Context: an optimization exercise on an open-source flow, tuned for small area. The choices shown serve that exercise and are no tape-out recipe.
Where RTL was checked, it was by simulation tests only, not by an equivalence proof against the original.
Power and IR drop assume default switching activity.

==> flow/design.v <==
module sgp41_crc8 (
    input  wire [15:0] data,
    output reg  [7:0]  crc
);
    integer i;
    always @* begin
        crc = 8'hFF;
        for (i = 15; i >= 0; i = i - 1) begin
            if (crc[7] ^ data[i])
                crc = {crc[6:0], 1'b0} ^ 8'h31;
            else
                crc = {crc[6:0], 1'b0};
        end
    end
endmodule
module sgp41_pl (
    input  wire        clk,
    input  wire        rst,
    input  wire        req_valid,
    input  wire [2:0]  req_op,
    input  wire [7:0]  req_addr,
    input  wire [15:0] req_p0,
    input  wire [15:0] req_p1,
    output wire        busy,
    output reg         done,
    output reg  [2:0]  res_status,
    output reg  [2:0]  res_op,
    output wire [1:0]  res_nwords,
    output wire [15:0] res_w0,
    output wire [15:0] res_w1,
    output wire [15:0] res_w2,
    output reg         res_bound,
    output wire        st_pass,
    output wire        st_voc_fail,
    output wire        st_nox_fail,
    input  wire [15:0] crc_in,
    output wire [7:0]  crc_out,
    output wire        t_valid,
    output wire [2:0]  t_kind,
    output wire [7:0]  t_addr,
    output wire [7:0]  t_hnd,
    output reg  [3:0]  t_len,
    output wire [63:0] t_wdata,
    input  wire        t_done,
    input  wire        t_ok,
    input  wire [7:0]  t_rhnd,
    input  wire [71:0] t_rdata,
    output wire        z_valid,
    output reg  [8:0]  z_ms,
    input  wire        z_done
);
    localparam [2:0] OP_BEGIN      = 3'd0;
    localparam [2:0] OP_END        = 3'd1;
    localparam [2:0] OP_GET_SERIAL = 3'd2;
    localparam [2:0] OP_CONDITION  = 3'd3;
    localparam [2:0] OP_MEASURE    = 3'd4;
    localparam [2:0] OP_SELF_TEST  = 3'd5;
    localparam [2:0] OP_HEATER_OFF = 3'd6;
    localparam [2:0] OP_SOFT_RESET = 3'd7;
    localparam [2:0] ST_OK        = 3'd0;
    localparam [2:0] ST_E_OPEN    = 3'd1;
    localparam [2:0] ST_E_WRITE   = 3'd2;
    localparam [2:0] ST_E_READ    = 3'd3;
    localparam [2:0] ST_E_CRC     = 3'd4;
    localparam [2:0] ST_E_IDENT   = 3'd5;
    localparam [2:0] ST_E_NOTRDY  = 3'd6;
    localparam [2:0] PH_IDLE   = 3'd0;
    localparam [2:0] PH_OPEN   = 3'd1;    
    localparam [2:0] PH_REL    = 3'd2;    
    localparam [2:0] PH_WRITE  = 3'd3;    
    localparam [2:0] PH_WRITEG = 3'd4;    
    localparam [2:0] PH_READ   = 3'd5;    
    localparam [2:0] PH_DELAY  = 3'd6;    
    localparam [2:0] PH_ROT    = 3'd7;    
    reg [2:0]  phase;
    reg        chk;       
    reg [7:0]  hnd;
    reg [71:0] ring;
    reg [7:0]  lf;        
    reg [4:0]  bitc;      
    reg [1:0]  trip;      
    reg        bad;       
    reg        nz;        
    reg        no;        
    function [15:0] cmd_word(input [2:0] op);
        case (op)
            OP_BEGIN, OP_GET_SERIAL: cmd_word = 16'h3682;
            OP_CONDITION:            cmd_word = 16'h2612;
            OP_MEASURE:              cmd_word = 16'h2619;
            OP_SELF_TEST:            cmd_word = 16'h280E;
            OP_HEATER_OFF:           cmd_word = 16'h3615;
            OP_SOFT_RESET:           cmd_word = 16'h0006;
            default:                 cmd_word = 16'h0000;
        endcase
    endfunction
    function [1:0] resp_words(input [2:0] op);
        case (op)
            OP_BEGIN, OP_GET_SERIAL: resp_words = 2'd3;
            OP_CONDITION:            resp_words = 2'd1;
            OP_MEASURE:              resp_words = 2'd2;
            OP_SELF_TEST:            resp_words = 2'd1;
            default:                 resp_words = 2'd0;
        endcase
    endfunction
    function [8:0] delay_ms(input [2:0] op);
        case (op)
            OP_BEGIN, OP_GET_SERIAL: delay_ms = 9'd1;
            OP_CONDITION:            delay_ms = 9'd50;
            OP_MEASURE:              delay_ms = 9'd50;
            OP_SELF_TEST:            delay_ms = 9'd320;
            OP_HEATER_OFF:           delay_ms = 9'd1;
            OP_SOFT_RESET:           delay_ms = 9'd20;
            default:                 delay_ms = 9'd0;
        endcase
    endfunction
    sgp41_crc8 u_crc_port (.data(crc_in), .crc(crc_out));
    wire [1:0] n_resp = resp_words(res_op);
    assign busy     = (phase != PH_IDLE);
    assign t_valid  = (phase != PH_IDLE) && (phase != PH_DELAY) && (phase != PH_ROT);
    assign t_kind   = phase;
    assign z_valid  = (phase == PH_DELAY);
    assign t_addr   = ring[23:16];
    assign t_hnd    = hnd;
    assign t_wdata  = {cmd_word(res_op), ring[71:24]};
    assign res_w0     = ring[71:56];
    assign res_w1     = ring[47:32];
    assign res_w2     = ring[23:8];
    assign res_nwords = (res_status == ST_OK) ? n_resp : 2'd0;
    always @* begin
        if (phase == PH_READ)
            t_len = {n_resp, 1'b0} + {2'b00, n_resp};
        else if (res_op == OP_CONDITION || res_op == OP_MEASURE)
            t_len = 4'd8;
        else
            t_len = 4'd2;
        z_ms = delay_ms(res_op);
    end
    assign st_pass     = (res_w0 == 16'hD400);
    assign st_voc_fail = res_w0[0];
    assign st_nox_fail = res_w0[1];
    wire rot      = (phase == PH_ROT);
    wire in_word  = !bitc[4];                         
    wire trip_end = bitc[4] & bitc[2] & bitc[1] & bitc[0];    
    wire last     = trip_end & trip[1];
    wire keep     = (trip < n_resp);
    wire d        = ring[71];
    wire fb       = lf[7] ^ d;
    wire ring_in  = in_word ? (d & (keep | !chk)) : (lf[7] & !chk);
    wire mism     = chk & !in_word & keep & (d ^ lf[7]);
    wire bad_now  = bad | mism;
    wire ident    = !nz | !no;
    wire accept  = (phase == PH_IDLE) && req_valid;
    wire answer  = t_valid && t_done;
    wire ld_rd   = (phase == PH_READ) && t_done && t_ok;
    reg [2:0] phase_n;
    reg [2:0] status_n;
    reg       fin;        
    reg       clr;        
    reg       bound_n;
    always @* begin
        phase_n  = phase;
        status_n = res_status;
        fin      = 1'b0;
        clr      = 1'b0;
        bound_n  = res_bound;
        case (phase)
            PH_IDLE: if (req_valid) begin
                status_n = ST_OK;
                case (req_op)
                    OP_BEGIN: phase_n = res_bound ? PH_REL : PH_OPEN;
                    OP_END: begin
                        if (res_bound) phase_n = PH_REL;
                        else begin fin = 1'b1; clr = 1'b1; end
                    end
                    default: begin
                        if (!res_bound) begin
                            status_n = ST_E_NOTRDY;
                            fin = 1'b1; clr = 1'b1;
                        end else if (req_op == OP_CONDITION || req_op == OP_MEASURE)
                            phase_n = PH_ROT;
                        else if (req_op == OP_SOFT_RESET)
                            phase_n = PH_WRITEG;
                        else
                            phase_n = PH_WRITE;
                    end
                endcase
            end
            PH_REL: if (t_done) begin
                bound_n = 1'b0;
                if (res_op == OP_BEGIN && res_status == ST_OK)
                    phase_n = PH_OPEN;
                else begin fin = 1'b1; clr = 1'b1; end
            end
            PH_OPEN: if (t_done) begin
                if (t_ok) begin
                    bound_n = 1'b1;
                    phase_n = PH_WRITE;
                end else begin
                    status_n = ST_E_OPEN;
                    fin = 1'b1; clr = 1'b1;
                end
            end
            PH_WRITE: if (t_done) begin
                if (t_ok) phase_n = PH_DELAY;
                else begin
                    status_n = ST_E_WRITE;
                    if (res_op == OP_BEGIN) phase_n = PH_REL;
                    else begin fin = 1'b1; clr = 1'b1; end
                end
            end
            PH_WRITEG: if (t_done) phase_n = PH_DELAY;
            PH_DELAY: if (z_done) begin
                if (n_resp == 2'd0) begin fin = 1'b1; clr = 1'b1; end
                else phase_n = PH_READ;
            end
            PH_READ: if (t_done) begin
                if (t_ok) phase_n = PH_ROT;
                else begin
                    status_n = ST_E_READ;
                    if (res_op == OP_BEGIN) phase_n = PH_REL;
                    else begin fin = 1'b1; clr = 1'b1; end
                end
            end
            PH_ROT: if (last) begin
                if (!chk) phase_n = PH_WRITE;
                else if (bad_now || (res_op == OP_BEGIN && ident)) begin
                    status_n = bad_now ? ST_E_CRC : ST_E_IDENT;
                    if (res_op == OP_BEGIN) phase_n = PH_REL;
                    else begin fin = 1'b1; clr = 1'b1; end
                end else
                    fin = 1'b1;
            end
            default: ;
        endcase
        if (fin) phase_n = PH_IDLE;
    end
    always @(posedge clk) begin
        if (rst) begin
            phase      <= PH_IDLE;
            done       <= 1'b0;
            res_status <= ST_OK;
            res_op     <= OP_END;
            res_bound  <= 1'b0;
        end else begin
            phase      <= phase_n;
            done       <= fin;
            res_status <= status_n;
            res_bound  <= bound_n;
            if (accept) res_op <= req_op;
        end
    end
    always @(posedge clk) begin
        if (phase == PH_OPEN && t_done && t_ok) hnd <= t_rhnd;
        if (ld_rd) chk <= 1'b1;
        else if (accept) chk <= 1'b0;
    end
    always @(posedge clk) begin
        if (!rot || trip_end) lf <= 8'hFF;
        else if (in_word)     lf <= {lf[6:0], 1'b0} ^ (fb ? 8'h31 : 8'h00);
        else                  lf <= {lf[6:0], 1'b0};
        if (!rot) begin
            bitc <= 5'd0;
            trip <= 2'd0;
        end else if (trip_end) begin
            bitc <= 5'd0;
            trip <= trip + 2'd1;
        end else
            bitc <= bitc + 5'd1;
        bad <= rot & bad_now;
        nz  <= rot & (nz | (in_word & d));
        no  <= rot & (no | (in_word & !d));
    end
    wire s_rd   = ld_rd & !rst;
    wire s_req  = accept & !clr & !rst;
    wire s_sh   = rot & !clr & !rst;
    wire s_hold = !(ld_rd | accept | rot | clr | rst);
    wire [71:0] req_v = {req_p0, 8'h00, req_p1, 8'h00, req_addr, 16'h0000};
    wire [71:0] ring_prev = {ring[70:0], ring_in};
    wire [71:0] ring_w = ({72{s_rd}} & t_rdata) | ({72{s_req}} & req_v) |
                         ({72{s_sh}} & ring_prev) | ({72{s_hold}} & ring);
    always @(posedge clk) begin
        ring[71:56] <= ring_w[71:56];
        ring[47:32] <= ring_w[47:32];
        ring[23:8]  <= ring_w[23:8];
        if (ld_rd) begin
            ring[55:48] <= t_rdata[55:48];
            ring[31:24] <= t_rdata[31:24];
        end else if (rot) begin
            ring[55:48] <= ring[54:47];
            ring[31:24] <= ring[30:23];
        end
        ring[7:0] <= ld_rd ? t_rdata[7:0] : {ring[6:0], ring_in};
    end
endmodule
Settings: LEC_CHECK=0, CAP_MARGIN=20, CORE_MARGIN=2, CORE_UTILIZATION=40, SLEW_MARGIN=20; clock period 10.0 ns.
standard.sh (not shown) runs the stock make flow with config.mk's settings and CLKGATE_MAP_FILE= SYNTH_SCRIPT=/design/flow/synth_recipe.tcl, a recipe that flattens the netlist after the stock synthesis.
==> flow/flow/run.sh <==
#!/bin/bash
# Standard ORFS layout, with the smallest buffer for the port buffers.
set -euo pipefail
export BUFFER_PORTS_ARGS="-buffer_cell sky130_fd_sc_hd__buf_1"
bash standard.sh > run_standard.log 2>&1
Edit:
--- a/flow/design.v
+++ b/flow/design.v
@@ -267,28 +267,21 @@
         end else
             bitc <= bitc + 5'd1;
         bad <= rot & bad_now;
         nz  <= rot & (nz | (in_word & d));
         no  <= rot & (no | (in_word & !d));
     end
-    wire s_rd   = ld_rd & !rst;
-    wire s_req  = accept & !clr & !rst;
-    wire s_sh   = rot & !clr & !rst;
-    wire s_hold = !(ld_rd | accept | rot | clr | rst);
-    wire [71:0] req_v = {req_p0, 8'h00, req_p1, 8'h00, req_addr, 16'h0000};
-    wire [71:0] ring_prev = {ring[70:0], ring_in};
-    wire [71:0] ring_w = ({72{s_rd}} & t_rdata) | ({72{s_req}} & req_v) |
-                         ({72{s_sh}} & ring_prev) | ({72{s_hold}} & ring);
-    always @(posedge clk) begin
-        ring[71:56] <= ring_w[71:56];
-        ring[47:32] <= ring_w[47:32];
-        ring[23:8]  <= ring_w[23:8];
-        if (ld_rd) begin
-            ring[55:48] <= t_rdata[55:48];
-            ring[31:24] <= t_rdata[31:24];
-        end else if (rot) begin
-            ring[55:48] <= ring[54:47];
-            ring[31:24] <= ring[30:23];
-        end
-        ring[7:0] <= ld_rd ? t_rdata[7:0] : {ring[6:0], ring_in};
+    always @(posedge clk) begin
+        if (rst || clr) begin
+            ring[71:56] <= 16'h0000;
+            ring[47:32] <= 16'h0000;
+            ring[23:8]  <= 16'h0000;
+        end else if (ld_rd)
+            ring <= t_rdata;
+        else if (accept) begin
+            ring[71:56] <= req_p0;
+            ring[47:32] <= req_p1;
+            ring[23:16] <= req_addr;
+        end else if (rot)
+            ring <= {ring[70:0], ring_in};
     end
 endmodule
=> Sequential power increases by a few percent. Setup slack improved by 0.0040 ns. Wire length increases by roughly a tenth. Non-clock buffer count stays the same. Clock power increases by a few percent.
Function not checked in the second run of this note: the RTL went through the layout flow alone.

static timing again, ports no longer ideal:
The flow's constraints put no driver on any port. The routed layouts listed below were extracted and timed again, unchanged, in two steps.
Step 1: set_driving_cell puts a clkbuf_16 on clk and a buf_2 on each other input, an assumption about the parent block.
Step 2 also shifts input and output timing later by t, the mid clock arrival at the registers, as if the neighbouring blocks saw the same clock.
Three values: no drivers, after step 1, after step 2; two values: the first two.
run	shift t [ns]	setup WS [ns]	hold WS [ns]	worst setup path after step 2	slew at the worst register clock pin (ns)
the first run	0.388	4.515 / 4.494 / 4.494	0.407 / 0.407 / 0.407	input to output	0.07 / 0.07
the second run	0.387	4.519 / 4.498 / 4.498	0.410 / 0.410 / 0.410	input to output	0.08 / 0.08
After both steps setup and hold are still met in every run listed.
